What follows belongs to an exercise in optimizing a design on an open flow for small area, a short achievable clock period and few clock cycles; a production flow would make more cautious choices. RTL that was checked went through simulation tests only; none was proved equivalent to the original. Power is estimated from default activity; no workload was simulated.

==> inputs of harbor <==
==> flow/design.v (excerpt) <==
module tape_core (
    input  wire        clk,
    input  wire        rst,             
    input  wire        ld_tape,         
    input  wire        ld_exp,          
    input  wire        ld_plen,         
    input  wire        ld_elen,         
    input  wire [3:0]  ld_addr,
    input  wire [4:0]  ld_data,
    input  wire        launch,
    input  wire        launch_mode,     
    input  wire [63:0] launch_a,
    input  wire [63:0] launch_b,
    input  wire [63:0] launch_c,
    output reg  [2:0]  status,
    output reg  [1:0]  result,
    output reg  [2:0]  cause,
    output reg  [4:0]  epc,
    output reg  [5:0]  einsn,
    output reg  [15:0] ocnt,
    output reg  [4:0]  ip,
    output reg  [63:0] reg_a,
    output reg  [63:0] reg_b,
    output reg  [63:0] reg_c,
    output reg         emit_valid,
    output reg  [15:0] emit_index,
    output reg  [2:0]  emit_digit
);
    localparam ST_IDLE    = 3'd0;
    localparam ST_RUNNING = 3'd1;
    localparam ST_HALTED  = 3'd2;
    localparam ST_ABORTED = 3'd3;
    localparam ST_FAULTED = 3'd4;
    localparam RES_NONE     = 2'd0;
    localparam RES_SUCCESS  = 2'd1;
    localparam RES_SHORT    = 2'd2;
    localparam RES_MISMATCH = 2'd3;
    localparam CAUSE_RSV_COMBO = 3'd1;
    localparam CAUSE_ODD_LEN   = 3'd2;
    localparam CAUSE_NEG_EXP   = 3'd3;
    reg [2:0] tape [0:15];
    reg [2:0] expd [0:15];
    reg [4:0] plen;
    reg [4:0] elen;
    reg       mode;
    reg       running;
    reg       ph_shift;       
    reg       ph_inc;         
    reg [1:0] dsel;           
    reg [6:0] rem;            
    reg       carry;          
    reg       stk_acc;        
    reg       ph_end;         
    reg       meas;           
    reg [2:0] fr;             
    wire      micro = ph_shift || ph_inc || ph_end;
    wire      micro_wr = ph_shift || (ph_inc && !meas);
    reg [5:0] w0, w1, w2;
    reg       v1, v2;         
    reg [2:0] exp_cur;        
    reg       past_cur;       
    function [5:0] pair;
        input [2:0] i;
        pair = {tape[{i, 1'b0}], tape[{i, 1'b1}]};
    endfunction
    reg [5:0] s0;
    reg       pst;
    wire [2:0] o0 = s0[5:3];
    wire [2:0] r0 = s0[2:0];
    function pstatic;
        input [5:0] a;      
        input [5:0] b;      
        input       v;      
  ...
export LEC_CHECK = 0
export CAP_MARGIN = 20
export CORE_MARGIN = 2
export CORE_UTILIZATION = 40
export SETUP_SLACK_MARGIN = 4
export SLEW_MARGIN = 20
create_clock -name core_clock -period 9.0 [get_ports {clk}]
run.sh (not shown) runs the stock make flow with config.mk's settings and CLKGATE_MAP_FILE= SYNTH_SCRIPT=/design/flow/synth_recipe.tcl, a recipe that flattens the netlist after the stock synthesis.
==> inputs of lagoon, as changes to harbor <==
--- a/flow/design.v
+++ b/flow/design.v
@@ -259,13 +259,13 @@
                     wrB = 1'b1;
                     hB = 1'b0; hD = 1'b1; lB = 1'b0; lD = 1'b1;
                 end
                 3'd7: wrC = 1'b1;
                 default: ;
             endcase
-            if (issue1) begin
+            if (pair_ok) begin
                 case (o1)
                     3'd0: wrA = 1'b1;
                     3'd1: begin wrB = 1'b1; lL = lL ^ r1; end
                     3'd2: begin
                         wrB = 1'b1;
                         hB = 1'b0; hC = 1'b0; hD = 1'b0;
@@ -514,15 +514,15 @@
                 status  <= ST_FAULTED;
                 running <= 1'b0;
                 cause   <= rsv0 ? CAUSE_RSV_COMBO : CAUSE_NEG_EXP;
                 epc     <= ip;
                 einsn   <= {o0, r0};
             end else begin
-                if (wrA) reg_a <= dres;
-                if (wrB) reg_b <= b_new;
-                if (wrC) reg_c <= dres;
+                if (wrA && !abort0) reg_a <= dres;
+                if (wrB && !abort0) reg_b <= b_new;
+                if (wrC && !abort0) reg_c <= dres;
                 ocnt <= ocnt_n;
                 if (emitted) begin
                     emit_valid <= 1'b1;
                     emit_index <= ocnt;
                     emit_digit <= edig;
                 end
Settings changed: SETUP_SLACK_MARGIN 4 to 3.5.
==> results.sh <==
export IMPL_p_sw_frac=0.410
export IMPL_worstHoldEndpoint="emit_index[15]"
export IMPL_status="timing/DRC/antenna clean"
export IMPL_num_vias=32000
export IMPL_comb_power_share=0.437
export IMPL_r2r_cells=14
# the run above: harbor

==> results.sh <==
export IMPL_comb_power_share=0.507
export IMPL_status="timing/DRC/antenna clean"
export IMPL_p_sw_frac=0.443
export IMPL_r2r_cells=15
export IMPL_postCtsHoldBufs=0
export IMPL_num_vias=31300
# the run above: lagoon

No run of this note included a check of the RTL's function; only the layout flow was run.

---

==> build 10 <==
Another version of the RTL of tape_core (not shown whole).
clock: 9.0 ns
lec_check: 0
cap_margin: 20
core_margin: 2
core_utilization: 40
setup_slack_margin: 4
slew_margin: 20
==> build 34: changes against build 10 <==
--- a/flow/design.v
+++ b/flow/design.v
@@ -19,15 +19,15 @@
     output reg  [5:0]  einsn,
     output reg  [15:0] ocnt,
     output reg  [4:0]  ip,
     output reg  [63:0] reg_a,
     output reg  [63:0] reg_b,
     output reg  [63:0] reg_c,
     output reg         emit_valid,
-    output reg  [15:0] emit_index,
+    output wire [15:0] emit_index,
     output reg  [2:0]  emit_digit
 );
     localparam ST_IDLE    = 3'd0;
     localparam ST_RUNNING = 3'd1;
     localparam ST_HALTED  = 3'd2;
     localparam ST_ABORTED = 3'd3;
     localparam ST_FAULTED = 3'd4;
@@ -59,16 +59,44 @@
     reg       v1, v2;         
     reg [2:0] exp_cur;        
     reg       past_cur;       
     function [5:0] pair;
         input [2:0] i;
         pair = {tape[{i, 1'b0}], tape[{i, 1'b1}]};
     endfunction
-    wire [2:0] o0 = ip[0] ? w0[2:0] : w0[5:3];
-    wire [2:0] r0 = ip[0] ? w1[5:3] : w0[2:0];
+    reg [5:0] s0;
+    reg       pst;
+    wire [2:0] o0 = s0[5:3];
+    wire [2:0] r0 = s0[2:0];
+    function pstatic;
+        input [5:0] a;      
+        input [5:0] b;      
+        input       v;      
+        reg [2:0] oa, ra, ob, rb;
+        reg da, db, cb;
+        begin
+            oa = a[5:3]; ra = a[2:0]; ob = b[5:3]; rb = b[2:0];
+            da = (oa == 3'd0) || (oa == 3'd6) || (oa == 3'd7);
+            db = (ob == 3'd0) || (ob == 3'd6) || (ob == 3'd7);
+            cb = db || (ob == 3'd2) || (ob == 3'd5);
+            pstatic = v && (oa != 3'd3) && !(da && db) &&
+                      !(oa == 3'd5 && ob == 3'd5) &&
+                      !(cb && rb == 3'd7) &&
+                      !(db && rb == 3'd5 && oa == 3'd4) &&
+                      !(ra[2] && ((ob == 3'd3 && oa == 3'd0) ||
+                                  (ob == 3'd5 && ((rb == 3'd4 && oa == 3'd0) ||
+                                                  (rb == 3'd5 && oa == 3'd6) ||
+                                                  (rb == 3'd6 && oa == 3'd7)))));
+        end
+    endfunction
+    function [5:0] slot0;
+        input [17:0] w;
+        input        odd;
+        slot0 = odd ? {w[14:12], w[11:9]} : w[17:12];
+    endfunction
     wire [2:0] o1 = w1[5:3];
     wire [2:0] r1 = w1[2:0];
     wire [2:0] o2 = w2[5:3];
     wire [2:0] r2 = w2[2:0];
     wire combo0 = (o0 == 3'd0) || (o0 == 3'd2) || (o0 == 3'd5) || (o0 == 3'd6) || (o0 == 3'd7);
     wire combo1 = (o1 == 3'd0) || (o1 == 3'd2) || (o1 == 3'd5) || (o1 == 3'd6) || (o1 == 3'd7);
     wire isdiv0 = (o0 == 3'd0) || (o0 == 3'd6) || (o0 == 3'd7);
@@ -158,17 +186,15 @@
     wire        stk    = src[63] && ((src[6:0] & lmask) != 7'd0);
     wire [63:0] dres   = (big && !micro) ? 64'd0 : sh;
     wire        nz_a   = (reg_a != 64'd0);
     wire [1:0]  lsh    = isdiv0 ? r0[1:0] : r1[1:0];
     wire [5:0]  a_lsh  = reg_a[5:0] >> lsh;
     wire [2:0]  d_lo   = a_lsh[2:0];
     wire        nz_q   = (reg_a[63:6] != 58'd0) || (a_lsh != 6'd0);
-    wire sm_a = (reg_a[63:3] == 61'd0);
-    wire sm_b = (reg_b[63:3] == 61'd0);
-    wire sm_c = (reg_c[63:3] == 61'd0);
+    reg  sm_a, sm_b, sm_c;
     reg  small_k;
     always @(*) begin
         case (kr)
             3'd4: small_k = sm_a;
             3'd5: small_k = sm_b || (div_s1 && o0 == 3'd2);
             3'd6: small_k = sm_c;
             default: small_k = 1'b1;
@@ -176,20 +202,16 @@
     end
     wire div_any = isdiv0 || isdiv1;
     wire lit0    = !r0[2];
     wire d_emit1 = emit1 && ((r1 == 3'd4 && o0 == 3'd0) || (r1 == 3'd5 && o0 == 3'd6) ||
                              (r1 == 3'd6 && o0 == 3'd7));
     wire d_jmp1  = jmp1 && (o0 == 3'd0);
     wire pair_ok =
-        v1 && !jmp0 &&
-        !(isdiv0 && isdiv1) &&
-        !(emit0 && emit1) &&
-        !rsv1 && !neg1 && !haz_k &&
-        !(div_any && !(small_k && !a_neg)) &&
-        !((d_emit1 || d_jmp1) && !lit0);
+        pst && !neg1 &&
+        !(div_any && !(small_k && !a_neg));
     wire [2:0] exp_d    = exp_cur;
     wire       past_end = past_cur;
     wire       abort0   = emit0 && mode && (past_end || (exp_d != lo0));
     wire       issue1   = pair_ok && !fault0 && !abort0;
     reg       hB, hC, hD;                    
     reg       lA, lB, lC, lD; reg [2:0] lL;  
     reg       dA, dB, dC, dD; reg [2:0] dL;  
@@ -234,15 +256,15 @@
                 3'd6: begin
                     wrB = 1'b1;
                     hB = 1'b0; hD = 1'b1; lB = 1'b0; lD = 1'b1;
                 end
                 3'd7: wrC = 1'b1;
                 default: ;
             endcase
-            if (issue1) begin
+            if (pair_ok) begin
                 case (o1)
                     3'd0: wrA = 1'b1;
                     3'd1: begin wrB = 1'b1; lL = lL ^ r1; end
                     3'd2: begin
                         wrB = 1'b1;
                         hB = 1'b0; hC = 1'b0; hD = 1'b0;
                         case (r1)
@@ -289,14 +311,15 @@
     wire [63:0] b_new;
     assign b_new[63:3] = ({61{hD}} & dres[63:3]) ^ ({61{hB}} & reg_b[63:3]) ^
                          ({61{hC}} & reg_c[63:3]);
     assign b_new[2:0]  = ({3{lD}} & dres[2:0]) ^ ({3{lB}} & b_lo) ^
                          ({3{lC}} & c_lo) ^ ({3{lA}} & a_lo) ^ lL;
     wire [2:0]  edig   = ({3{dD}} & d_lo) ^ ({3{dB}} & b_lo) ^
                          ({3{dC}} & c_lo) ^ ({3{dA}} & a_lo) ^ dL;
+    assign emit_index = ocnt - {15'd0, emit_valid};
     wire emitted = !micro && (emit0 || (issue1 && emit1));
     wire [15:0] ocnt_p1 = ocnt + 16'd1;
     wire abort1  = issue1 && emit1 && mode && (past_end || (exp_d != edig));
     wire [15:0] ocnt_n = emitted ? ocnt_p1 : ocnt;
     wire        eq0    = (ocnt == {11'd0, elen});
     wire        eq1    = (ocnt_p1 == {11'd0, elen});
     wire [1:0]  res_h  = !mode ? RES_NONE : (emitted ? eq1 : eq0) ? RES_SUCCESS : RES_SHORT;
@@ -338,36 +361,56 @@
     wire [5:0]  p5   = pair(qq + 3'd5);
     wire [2:0]  jt   = jmp0 ? r0 : jmp1 ? r1 : r2;
     wire [1:0]  jq   = jt[2:1];
     wire [17:0] w_jt = {pair({1'b0, jq}), pair({1'b0, jq} + 3'd1), pair({1'b0, jq} + 3'd2)};
     wire [17:0] w_a1 = {w1, w2, p3};
     wire [17:0] w_a2 = {w2, p3, p4};
     wire [17:0] w_a3 = {p3, p4, p5};
+    wire [1:0]  v_jt   = jmp0 ? v_r0 : jmp1 ? v_r1 : v_r2;
+    wire [5:0]  s0_a1  = slot0(w_a1, ip[0]);
+    wire [5:0]  s0_a2  = slot0(w_a2, ip[0]);
+    wire [5:0]  s0_a3  = slot0(w_a3, ip[0]);
+    wire [5:0]  s0_jt  = slot0(w_jt, jt[0]);
+    wire        ps_a1  = pstatic(s0_a1, w_a1[11:6], v_ip2[0]);
+    wire        ps_a2  = pstatic(s0_a2, w_a2[11:6], v_ip4[0]);
+    wire        ps_a3  = pstatic(s0_a3, w_a3[11:6], v_ip6[0]);
+    wire        ps_jt  = pstatic(s0_jt, w_jt[11:6], v_jt[0]);
     reg  [4:0]  nip;
     reg         halt_next;
     reg  [1:0]  v_next;
-    reg  [17:0] w_next;
+    reg  [1:0]  nsel;      
     always @(*) begin
         if (jmp0) begin
             nip = nz_a ? {2'b00, r0} : ip2;       halt_next = nz_a ? h_r0 : h_ip2;
-            v_next = nz_a ? v_r0 : v_ip2;         w_next = nz_a ? w_jt : w_a1;
+            nsel = nz_a ? 2'd3 : 2'd0;
         end else if (!issue1) begin
             nip = ip2;                            halt_next = h_ip2;
-            v_next = v_ip2;                       w_next = w_a1;
+            nsel = 2'd0;
         end else if (jmp1) begin
             nip = nz_after ? {2'b00, r1} : ip4;   halt_next = nz_after ? h_r1 : h_ip4;
-            v_next = nz_after ? v_r1 : v_ip4;     w_next = nz_after ? w_jt : w_a2;
+            nsel = nz_after ? 2'd3 : 2'd1;
         end else if (issue2) begin
             nip = nz_after ? {2'b00, r2} : ip6;   halt_next = nz_after ? h_r2 : h_ip6;
-            v_next = nz_after ? v_r2 : v_ip6;     w_next = nz_after ? w_jt : w_a3;
+            nsel = nz_after ? 2'd3 : 2'd2;
         end else begin
             nip = ip4;                            halt_next = h_ip4;
-            v_next = v_ip4;                       w_next = w_a2;
+            nsel = 2'd1;
         end
     end
+    reg  [17:0] w_next;
+    reg  [5:0]  s0_next;
+    reg         ps_next;
+    always @(*) begin
+        case (nsel)
+            2'd0: begin w_next = w_a1; s0_next = s0_a1; ps_next = ps_a1; v_next = v_ip2; end
+            2'd1: begin w_next = w_a2; s0_next = s0_a2; ps_next = ps_a2; v_next = v_ip4; end
+            2'd2: begin w_next = w_a3; s0_next = s0_a3; ps_next = ps_a3; v_next = v_ip6; end
+            default: begin w_next = w_jt; s0_next = s0_jt; ps_next = ps_jt; v_next = v_jt; end
+        endcase
+    end
     wire halt_ip   = ({1'b0, ip} + 6'd1) >= {1'b0, plen};
     wire go_micro = isdiv0 && !(small_k && !a_neg);
     wire [6:0] rem_n   = rem - {4'd0, f};
     wire       stk_n   = stk_acc || stk;
     always @(posedge clk) begin
         if (!running) begin
             if (ld_tape) tape[ld_addr] <= ld_data[2:0];
@@ -384,29 +427,34 @@
             result     <= RES_NONE;
             cause      <= 3'd0;
             epc        <= 5'd0;
             einsn      <= 6'd0;
             ocnt       <= 16'd0;
             ip         <= 5'd0;
             reg_a      <= 64'd0;
+            sm_a       <= 1'b1;
+            sm_b       <= 1'b1;
+            sm_c       <= 1'b1;
             reg_b      <= 64'd0;
             reg_c      <= 64'd0;
             plen       <= 5'd0;
             elen       <= 5'd0;
             mode       <= 1'b0;
             emit_valid <= 1'b0;
-            emit_index <= 16'd0;
             emit_digit <= 3'd0;
         end else begin
             emit_valid <= 1'b0;
             if (!running) begin
                 if (ld_plen) plen <= ld_data;
                 if (ld_elen) elen <= ld_data;
                 if (launch) begin
                     reg_a  <= launch_a;
+                    sm_a   <= (launch_a[63:3] == 61'd0);
+                    sm_b   <= (launch_b[63:3] == 61'd0);
+                    sm_c   <= (launch_c[63:3] == 61'd0);
                     reg_b  <= launch_b;
                     reg_c  <= launch_c;
                     mode   <= launch_mode;
                     ip     <= 5'd0;
                     ocnt   <= 16'd0;
                     einsn  <= 6'd0;
                     if (plen[0]) begin
@@ -426,14 +474,16 @@
                         result  <= RES_NONE;
                         cause   <= 3'd0;
                         epc     <= 5'd0;
                     end
                 end
             end else if (micro) begin
                 if (wrA && micro_wr) reg_a <= dres;
+                if (wrB && micro_wr) sm_b <= 1'b0;
+                if (wrC && micro_wr) sm_c <= 1'b0;
                 if (wrB && micro_wr) reg_b <= b_new;
                 if (wrC && micro_wr) reg_c <= dres;
                 if (ph_shift) begin
                     rem     <= rem_n;
                     stk_acc <= stk_n;
                     if (rem[6:3] == 4'd0) begin
                         ph_shift <= 1'b0;
@@ -469,21 +519,22 @@
             end else if (fault0) begin
                 status  <= ST_FAULTED;
                 running <= 1'b0;
                 cause   <= rsv0 ? CAUSE_RSV_COMBO : CAUSE_NEG_EXP;
                 epc     <= ip;
                 einsn   <= {o0, r0};
             end else begin
-                if (wrA) reg_a <= dres;
-                if (wrB) reg_b <= b_new;
-                if (wrC) reg_c <= dres;
+                if (wrA && !abort0) reg_a <= dres;
+                if (wrB && !abort0) sm_b <= (!hB || sm_b) && (!hC || sm_c) && (!hD || sm_a);
+                if (wrC && !abort0) sm_c <= sm_a;
+                if (wrB && !abort0) reg_b <= b_new;
+                if (wrC && !abort0) reg_c <= dres;
                 ocnt <= ocnt_n;
                 if (emitted) begin
                     emit_valid <= 1'b1;
-                    emit_index <= ocnt;
                     emit_digit <= edig;
                 end
                 dsel    <= (o0 == 3'd0) ? 2'd0 : (o0 == 3'd6) ? 2'd1 : 2'd2;
                 rem     <= (big || k_short) ? 7'd0 : {1'b0, k} - 7'd7;
                 carry   <= 1'b1;
                 stk_acc <= stk && !big;
                 if (abort0 || abort1) begin
@@ -503,20 +554,24 @@
                 end
             end
         end
     end
     always @(posedge clk) begin
         if (!running) begin
             {w0, w1, w2} <= {pair(3'd0), pair(3'd1), pair(3'd2)};
+            s0  <= pair(3'd0);
+            pst <= pstatic(pair(3'd0), pair(3'd1), plen > 5'd3);
             v1 <= (plen > 5'd3);
             v2 <= (plen > 5'd5);
             exp_cur  <= expd[4'd0];
             past_cur <= (elen == 5'd0);
         end else if (!micro) begin
             {w0, w1, w2} <= w_next;
+            s0  <= s0_next;
+            pst <= ps_next;
             v1 <= v_next[0];
             v2 <= v_next[1];
             if (emitted) begin
                 exp_cur  <= expd[ocnt_p1[3:0]];
                 past_cur <= (ocnt_p1 >= {11'd0, elen});
             end
         end
Settings changed: SETUP_SLACK_MARGIN 4 to 4.5.
==> trial 50: changes against build 10 <==
--- a/flow/design.v
+++ b/flow/design.v
@@ -59,16 +59,44 @@
     reg       v1, v2;         
     reg [2:0] exp_cur;        
     reg       past_cur;       
     function [5:0] pair;
         input [2:0] i;
         pair = {tape[{i, 1'b0}], tape[{i, 1'b1}]};
     endfunction
-    wire [2:0] o0 = ip[0] ? w0[2:0] : w0[5:3];
-    wire [2:0] r0 = ip[0] ? w1[5:3] : w0[2:0];
+    reg [5:0] s0;
+    reg       pst;
+    wire [2:0] o0 = s0[5:3];
+    wire [2:0] r0 = s0[2:0];
+    function pstatic;
+        input [5:0] a;      
+        input [5:0] b;      
+        input       v;      
+        reg [2:0] oa, ra, ob, rb;
+        reg da, db, cb;
+        begin
+            oa = a[5:3]; ra = a[2:0]; ob = b[5:3]; rb = b[2:0];
+            da = (oa == 3'd0) || (oa == 3'd6) || (oa == 3'd7);
+            db = (ob == 3'd0) || (ob == 3'd6) || (ob == 3'd7);
+            cb = db || (ob == 3'd2) || (ob == 3'd5);
+            pstatic = v && (oa != 3'd3) && !(da && db) &&
+                      !(oa == 3'd5 && ob == 3'd5) &&
+                      !(cb && rb == 3'd7) &&
+                      !(db && rb == 3'd5 && oa == 3'd4) &&
+                      !(ra[2] && ((ob == 3'd3 && oa == 3'd0) ||
+                                  (ob == 3'd5 && ((rb == 3'd4 && oa == 3'd0) ||
+                                                  (rb == 3'd5 && oa == 3'd6) ||
+                                                  (rb == 3'd6 && oa == 3'd7)))));
+        end
+    endfunction
+    function [5:0] slot0;
+        input [17:0] w;
+        input        odd;
+        slot0 = odd ? {w[14:12], w[11:9]} : w[17:12];
+    endfunction
     wire [2:0] o1 = w1[5:3];
     wire [2:0] r1 = w1[2:0];
     wire [2:0] o2 = w2[5:3];
     wire [2:0] r2 = w2[2:0];
     wire combo0 = (o0 == 3'd0) || (o0 == 3'd2) || (o0 == 3'd5) || (o0 == 3'd6) || (o0 == 3'd7);
     wire combo1 = (o1 == 3'd0) || (o1 == 3'd2) || (o1 == 3'd5) || (o1 == 3'd6) || (o1 == 3'd7);
     wire isdiv0 = (o0 == 3'd0) || (o0 == 3'd6) || (o0 == 3'd7);
@@ -176,20 +204,16 @@
     end
     wire div_any = isdiv0 || isdiv1;
     wire lit0    = !r0[2];
     wire d_emit1 = emit1 && ((r1 == 3'd4 && o0 == 3'd0) || (r1 == 3'd5 && o0 == 3'd6) ||
                              (r1 == 3'd6 && o0 == 3'd7));
     wire d_jmp1  = jmp1 && (o0 == 3'd0);
     wire pair_ok =
-        v1 && !jmp0 &&
-        !(isdiv0 && isdiv1) &&
-        !(emit0 && emit1) &&
-        !rsv1 && !neg1 && !haz_k &&
-        !(div_any && !(small_k && !a_neg)) &&
-        !((d_emit1 || d_jmp1) && !lit0);
+        pst && !neg1 &&
+        !(div_any && !(small_k && !a_neg));
     wire [2:0] exp_d    = exp_cur;
     wire       past_end = past_cur;
     wire       abort0   = emit0 && mode && (past_end || (exp_d != lo0));
     wire       issue1   = pair_ok && !fault0 && !abort0;
     reg       hB, hC, hD;                    
     reg       lA, lB, lC, lD; reg [2:0] lL;  
     reg       dA, dB, dC, dD; reg [2:0] dL;  
@@ -234,15 +258,15 @@
                 3'd6: begin
                     wrB = 1'b1;
                     hB = 1'b0; hD = 1'b1; lB = 1'b0; lD = 1'b1;
                 end
                 3'd7: wrC = 1'b1;
                 default: ;
             endcase
-            if (issue1) begin
+            if (pair_ok) begin
                 case (o1)
                     3'd0: wrA = 1'b1;
                     3'd1: begin wrB = 1'b1; lL = lL ^ r1; end
                     3'd2: begin
                         wrB = 1'b1;
                         hB = 1'b0; hC = 1'b0; hD = 1'b0;
                         case (r1)
@@ -338,36 +362,56 @@
     wire [5:0]  p5   = pair(qq + 3'd5);
     wire [2:0]  jt   = jmp0 ? r0 : jmp1 ? r1 : r2;
     wire [1:0]  jq   = jt[2:1];
     wire [17:0] w_jt = {pair({1'b0, jq}), pair({1'b0, jq} + 3'd1), pair({1'b0, jq} + 3'd2)};
     wire [17:0] w_a1 = {w1, w2, p3};
     wire [17:0] w_a2 = {w2, p3, p4};
     wire [17:0] w_a3 = {p3, p4, p5};
+    wire [1:0]  v_jt   = jmp0 ? v_r0 : jmp1 ? v_r1 : v_r2;
+    wire [5:0]  s0_a1  = slot0(w_a1, ip[0]);
+    wire [5:0]  s0_a2  = slot0(w_a2, ip[0]);
+    wire [5:0]  s0_a3  = slot0(w_a3, ip[0]);
+    wire [5:0]  s0_jt  = slot0(w_jt, jt[0]);
+    wire        ps_a1  = pstatic(s0_a1, w_a1[11:6], v_ip2[0]);
+    wire        ps_a2  = pstatic(s0_a2, w_a2[11:6], v_ip4[0]);
+    wire        ps_a3  = pstatic(s0_a3, w_a3[11:6], v_ip6[0]);
+    wire        ps_jt  = pstatic(s0_jt, w_jt[11:6], v_jt[0]);
     reg  [4:0]  nip;
     reg         halt_next;
     reg  [1:0]  v_next;
-    reg  [17:0] w_next;
+    reg  [1:0]  nsel;      
     always @(*) begin
         if (jmp0) begin
             nip = nz_a ? {2'b00, r0} : ip2;       halt_next = nz_a ? h_r0 : h_ip2;
-            v_next = nz_a ? v_r0 : v_ip2;         w_next = nz_a ? w_jt : w_a1;
+            nsel = nz_a ? 2'd3 : 2'd0;
         end else if (!issue1) begin
             nip = ip2;                            halt_next = h_ip2;
-            v_next = v_ip2;                       w_next = w_a1;
+            nsel = 2'd0;
         end else if (jmp1) begin
             nip = nz_after ? {2'b00, r1} : ip4;   halt_next = nz_after ? h_r1 : h_ip4;
-            v_next = nz_after ? v_r1 : v_ip4;     w_next = nz_after ? w_jt : w_a2;
+            nsel = nz_after ? 2'd3 : 2'd1;
         end else if (issue2) begin
             nip = nz_after ? {2'b00, r2} : ip6;   halt_next = nz_after ? h_r2 : h_ip6;
-            v_next = nz_after ? v_r2 : v_ip6;     w_next = nz_after ? w_jt : w_a3;
+            nsel = nz_after ? 2'd3 : 2'd2;
         end else begin
             nip = ip4;                            halt_next = h_ip4;
-            v_next = v_ip4;                       w_next = w_a2;
+            nsel = 2'd1;
         end
     end
+    reg  [17:0] w_next;
+    reg  [5:0]  s0_next;
+    reg         ps_next;
+    always @(*) begin
+        case (nsel)
+            2'd0: begin w_next = w_a1; s0_next = s0_a1; ps_next = ps_a1; v_next = v_ip2; end
+            2'd1: begin w_next = w_a2; s0_next = s0_a2; ps_next = ps_a2; v_next = v_ip4; end
+            2'd2: begin w_next = w_a3; s0_next = s0_a3; ps_next = ps_a3; v_next = v_ip6; end
+            default: begin w_next = w_jt; s0_next = s0_jt; ps_next = ps_jt; v_next = v_jt; end
+        endcase
+    end
     wire halt_ip   = ({1'b0, ip} + 6'd1) >= {1'b0, plen};
     wire go_micro = isdiv0 && !(small_k && !a_neg);
     wire [6:0] rem_n   = rem - {4'd0, f};
     wire       stk_n   = stk_acc || stk;
     always @(posedge clk) begin
         if (!running) begin
             if (ld_tape) tape[ld_addr] <= ld_data[2:0];
@@ -469,17 +513,17 @@
             end else if (fault0) begin
                 status  <= ST_FAULTED;
                 running <= 1'b0;
                 cause   <= rsv0 ? CAUSE_RSV_COMBO : CAUSE_NEG_EXP;
                 epc     <= ip;
                 einsn   <= {o0, r0};
             end else begin
-                if (wrA) reg_a <= dres;
-                if (wrB) reg_b <= b_new;
-                if (wrC) reg_c <= dres;
+                if (wrA && !abort0) reg_a <= dres;
+                if (wrB && !abort0) reg_b <= b_new;
+                if (wrC && !abort0) reg_c <= dres;
                 ocnt <= ocnt_n;
                 if (emitted) begin
                     emit_valid <= 1'b1;
                     emit_index <= ocnt;
                     emit_digit <= edig;
                 end
                 dsel    <= (o0 == 3'd0) ? 2'd0 : (o0 == 3'd6) ? 2'd1 : 2'd2;
@@ -503,20 +547,24 @@
                 end
             end
         end
     end
     always @(posedge clk) begin
         if (!running) begin
             {w0, w1, w2} <= {pair(3'd0), pair(3'd1), pair(3'd2)};
+            s0  <= pair(3'd0);
+            pst <= pstatic(pair(3'd0), pair(3'd1), plen > 5'd3);
             v1 <= (plen > 5'd3);
             v2 <= (plen > 5'd5);
             exp_cur  <= expd[4'd0];
             past_cur <= (elen == 5'd0);
         end else if (!micro) begin
             {w0, w1, w2} <= w_next;
+            s0  <= s0_next;
+            pst <= ps_next;
             v1 <= v_next[0];
             v2 <= v_next[1];
             if (emitted) begin
                 exp_cur  <= expd[ocnt_p1[3:0]];
                 past_cur <= (ocnt_p1 >= {11'd0, elen});
             end
         end
Settings changed: SETUP_SLACK_MARGIN 4 to 4.5.
==> notes <==
Build 10 went through all stages and came out clean. Build 34 produced a clean layout. Trial 50 produced a clean layout. Non-clock buffer count, lowest first: build 10, build 34, trial 50. Sequential power, lowest first: build 10, build 34, trial 50. In trial 50 the clock power is lower than in build 10, by about 2%. Between trial 50 and build 10, the lower utilization is in build 10 (gap 3.6 points). Against build 10, the wire length of trial 50 is larger by 1.6%. Setup slack: build 34 > build 10 > trial 50. Count of clock-buffer cells in the layout: build 34 > build 10 > trial 50.
==> figures <==
| quantity | build 10 | trial 50 | build 34 |
|---|---|---|---|
| Run status | timing/DRC/antenna clean | timing/DRC/antenna clean | timing/DRC/antenna clean |
| Worst Path Max Fanout | 61 | 7 | 63 |
| Critical path data arrival time | 5390 ps | 5470 ps | 5070 ps |
| Floorplan core area | 0.07608 mm² | 0.07557 mm² | 0.07874 mm² |
| Combinational Power | 4.33 mW | 5.68 mW | 4.65 mW |
| Synth Area in XOR/XNOR | 0.05624 | 0.05849 | 0.06079 |
| Areal power density over the cells | 229.0 mW/mm² | 250.8 mW/mm² | 221.8 mW/mm² |
| Cell type of the slowest stage on the worst timing path | sky130_fd_sc_hd__or4b_4 | sky130_fd_sc_hd__or4_4 | sky130_fd_sc_hd__edfxtp_1 |
| # rows | 101 | 101 | 103 |
| Final Core Density | 0.5089 | 0.5451 | 0.5166 |
| Wire length of the first global-routing pass | 204700 µm | 204700 µm | 229800 µm |
| Initial DRT Pass Iterations | 5 | 9 | 9 |
| Amount of wire on met3 after detailed routing | 14210 µm | 14570 µm | 21440 µm |
| Number of combinational gates with multiple inputs | 2997 | 2899 | 3155 |
| Synthesized area per cell | 8.119 µm² | 8.267 µm² | 7.994 µm² |
| Fin Clk Skew | 34.55 ps | 46.44 ps | 24.81 ps |
Testbench counts of build 10, summed over its fixed seeds: cycles 30,018.
Testbench counts of build 34, summed over its fixed seeds: cycles 30,018.
For trial 50, only the layout was checked, not whether the RTL still works.

-- re-timing with driven ports --
The flow's constraints put no driver on any port. The routed layouts listed below were extracted and timed again, unchanged, in two steps. Step 1: set_driving_cell puts a clkbuf_16 on clk and a buf_2 on each other input, an assumption about the parent block. Step 2 moves the port delays by t, midway between the first and last clock arrival at a register: inputs arrive t later, outputs are due t later. That takes back most of the time a late clock gives input paths. Slacks: ideal ports / drivers / drivers and shift; pairs: ideal ports / drivers.
run | shift t [ns] | setup slack, ns | worst data-port slew with drivers (ns)
harbor | 0.673 | 3.971 / 3.971 / 3.963 | 0.14
lagoon | 0.669 | 3.487 / 3.487 / 3.487 | 0.18
build 10 | 0.687 | 4.103 / 4.103 / 4.103 | 0.12
build 34 | 0.673 | 4.454 / 4.454 / 3.966 | 0.13
trial 50 | 0.679 | 4.007 / 4.007 / 4.007 | 0.12
After both steps every run listed still meets setup and hold. The setup slack of build 34, which loses most, moves by 0.000 ns with the drivers and by -0.488 ns with both steps.
